Source: an optimization exercise on an open RTL-to-GDS flow (aim: small area). Production flows keep margins and buffers that such runs may drop. In this exercise RTL edits were held to simulation tests only and were not proved equivalent to the original. No driver is modelled on the clock port, so clock power and skew are understated where the tree is cut down; a real chip needs a root buffer or a tree. Power is estimated from default activity; no workload was simulated.

== the baseline ==
==> flow/design.v <==
module cmux_rx (
    input             clk,
    input             rst,
    input             in_valid,
    input      [7:0]  in_data,
    output            pay_valid,
    output     [7:0]  pay_data,
    output            rec_valid,
    output     [1:0]  rec_kind,
    output     [31:0] rec_w0,
    output     [31:0] rec_w1
);
    localparam [7:0] FLAG = 8'hF9;
    function [7:0] crc8_step(input [7:0] x);
        integer k;
        reg [7:0] c;
        begin
            c = x;
            for (k = 0; k < 8; k = k + 1)
                c = c[0] ? ((c >> 1) ^ 8'hE0) : (c >> 1);
            crc8_step = c;
        end
    endfunction
    reg        act;          
    reg        ovf;          
    reg  [7:0] pos;          
    reg  [7:0] addr_n, ctrl_n, len_n;    
    reg  [7:0] last_n;       
    reg  [7:0] crc;
    reg        frame_n;      
    wire       frame = ~frame_n;
    reg        fok_n;        
    wire       fok = ~fok_n;
    wire [7:0] addr = ~addr_n;
    wire [7:0] ctrl = ~ctrl_n;
    wire [7:0] len  = ~len_n;
    wire [7:0] last = ~last_n;
    wire       v      = in_valid & ~rst;
    wire       flag   = (in_data == FLAG);
    wire       close  = v & flag & act;
    wire [6:0] plen   = len[7:1];
    wire       is_uih = ((ctrl & 8'hEF) == 8'hEF);
    wire       is_hdr = pos[7];
    wire       at_fcs = (pos == {1'b0, plen});
    wire [7:0] cx     = crc ^ in_data;
    wire       enter  = is_hdr & (pos[1:0] == 2'd0);     
    wire [16:0] cnt_inc = {1'b0, ctrl, pos} + 17'd1;
    reg  [2:0] kind_code;
    always @(*) begin
        case (ctrl & 8'hEF)
            8'h2F:   kind_code = 3'd0;
            8'h63:   kind_code = 3'd1;
            8'h0F:   kind_code = 3'd2;
            8'hEF:   kind_code = 3'd3;
            default: kind_code = 3'd4;
        endcase
    end
    wire       short    = (pos == 8'd0) | (is_hdr & (pos[1:0] != 2'd0));
    wire [7:0] code     = short ? 8'h20 : (!len[0] ? 8'h23 : 8'h24);
    assign pay_valid = v & act & ~flag & ~is_hdr & ~at_fcs;
    assign pay_data  = in_data;
    assign rec_valid = close;
    assign rec_kind  = {ovf, ~ovf & ~frame};
    assign rec_w0[31:17] = frame ? {last, plen} : 15'h0;
    assign rec_w0[16]    = frame;            
    assign rec_w0[15:0]  = frame ? {ctrl, addr}
                         : ovf   ? {ctrl, pos}
                         :         {8'h00, code};
    assign rec_w1    = frame ? {1'b0, plen, ~crc, 3'b000, fok, ctrl[4],
                                kind_code, addr[0], addr[1], addr[7:2]}
                     : 32'h0;
    always @(posedge clk) begin
        if (rst)
            act <= 1'b0;
        else if (v && flag)
            act <= ~act;
        if (in_valid) begin
            last_n <= ~in_data;
            fok_n  <= (cx != 8'hFF);
            frame_n <= flag | ovf | ~len[0] | ~at_fcs;
            if (!act) begin
                ovf <= 1'b0;
                pos <= 8'hFD;
                crc <= 8'hFF;
            end else begin
                if (is_hdr) begin        
                    addr_n <= ctrl_n;
                    len_n  <= ~in_data;
                end
                if (is_hdr || (!at_fcs && !is_uih))
                    crc <= crc8_step(cx);
                if (!ovf) begin
                    if (is_hdr) ctrl_n <= len_n;
                    if (enter) begin
                        ovf    <= 1'b1;
                        pos    <= 8'h84;
                        ctrl_n <= 8'hFF;
                    end else begin
                        pos    <= pos + 8'd1;
                    end
                end else if (!cnt_inc[16]) begin
                    {ctrl_n, pos} <= {~cnt_inc[15:8], cnt_inc[7:0]};
                end
            end
        end
    end
endmodule
clock: 4.0 ns
lec_check: 0
cap_margin: 20
core_margin: 2
core_utilization: 40
gpl_timing_driven: 0
slew_margin: 20
standard.sh (not shown) runs the stock make flow with config.mk's settings and CLKGATE_MAP_FILE= SYNTH_SCRIPT=/design/flow/synth_recipe.tcl, a recipe that flattens the netlist after the stock synthesis.
==> flow/flow/run.sh <==
#!/bin/bash
# Standard layout (standard.sh), except:
#  - synthesis maps the logic with an area-oriented ABC script (flow/synth.tcl);
#  - the port buffers use the smallest buffer cell;
#  - buffers ABC may have inserted are removed before placement;
#  - the constant outputs share one tie cell;
#  - the clock gets three clock buffers fed by the clock port instead of an H-tree (flow/cts_one_buffer.tcl).
# Every tool's log stays under orfs/logs/; make's output goes to standard.log.
set -euo pipefail
here=$(pwd)
export FLOW_ABC_SCRIPT=$here/flow/abc_area.script
bash standard.sh SYNTH_SCRIPT=$here/flow/synth.tcl \
  "BUFFER_PORTS_ARGS=-buffer_cell sky130_fd_sc_hd__buf_1" REMOVE_ABC_BUFFERS=1 \
  PRE_CTS_TCL=$here/flow/cts_one_buffer.tcl SKIP_REPAIR_TIE_FANOUT=1 \
  finish > standard.log 2>&1
Other scripts of this flow, unchanged in this note and not shown: flow/flow/abc_area.script, flow/flow/cts_one_buffer.tcl, flow/flow/synth.tcl
> inputs changed (the baseline -> the candidate)
--- a/flow/design.v
+++ b/flow/design.v
@@ -28,8 +28,6 @@
     reg  [7:0] last_n;       
     reg  [7:0] crc;
-    reg        frame_n;      
-    wire       frame = ~frame_n;
-    reg        fok_n;        
-    wire       fok = ~fok_n;
+    reg        frame;        
+    reg        fok;          
     wire [7:0] addr = ~addr_n;
     wire [7:0] ctrl = ~ctrl_n;
@@ -77,6 +75,6 @@
         if (in_valid) begin
             last_n <= ~in_data;
-            fok_n  <= (cx != 8'hFF);
-            frame_n <= flag | ovf | ~len[0] | ~at_fcs;
+            fok    <= (cx == 8'hFF);
+            frame  <= ~flag & ~ovf & len[0] & at_fcs;
             if (!act) begin
                 ovf <= 1'b0;
[summary]
- The standard cell with the maximum stage delay on the critical path comes out nor4_1 in one run and edfxtp_1 in the other, namely in the candidate and the baseline respectively.
- Run comparison: the baseline beginning of the critical path frame_n$_DFFE_PP_; the candidate beginning of the critical path ctrl_n[2]$_DFFE_PP_
- In the metrics for the candidate and the baseline, the one carrying the higher internal power is the candidate.
- [compare] base=the baseline new=the candidate: hold slack went up by 38 ps; multi-input gate share of total cell area went up by 0.35 points; number of fill cells in the layout went down by 8; finished layout cell area went down by about 0.8%.
- Taking the baseline as the reference, in the candidate vias after detailed routing higher, detailed-route vias per instance picked up an extra about 2.2%, setup slack went down, cell count after placement now sits lower, clock period minus worst slack now sits higher.
- Count of mapped cells out of synthesis, the candidate vs the baseline: down slightly
In every run of this note, the design's own scripts or RTL, not TritonCTS, make the clock network.

## what the ideal ports hide
Ports are ideal in the flow. The routed layouts listed here were re-timed in OpenROAD.
Step 1 (the two cells are an assumption about what drives the block):
set clk [get_ports {clk}]
set_driving_cell -lib_cell sky130_fd_sc_hd__clkbuf_16 $clk
set_driving_cell -lib_cell sky130_fd_sc_hd__buf_2 [delete_from_list [all_inputs] $clk]
Step 2 adds t to the input delays and takes it off the output delays; t is the mean of the earliest and latest rising clock arrival at the registers after step 1. Input paths then give back, and output paths get back, about the clock's delay inside the block.
Slacks: no drivers / after step 1 / after step 2; pairs: no drivers / after step 1.
run	t, ns	setup WS [ns]	worst hold slack (ns)	latest minus earliest clock arrival (ns)	slew at the worst register clock pin (ns)
the baseline	0.210	0.839 / 0.792 / 0.837	0.585 / 0.585 / 0.585	0.009 / 0.008	0.11 / 0.11
the candidate	0.206	0.813 / 0.767 / 0.801	0.622 / 0.622 / 0.622	0.007 / 0.007	0.11 / 0.11
After both steps setup and hold are still met in every run listed. The setup slack of the candidate, which loses most, moves by -0.046 ns with the drivers and by -0.012 ns with both steps.
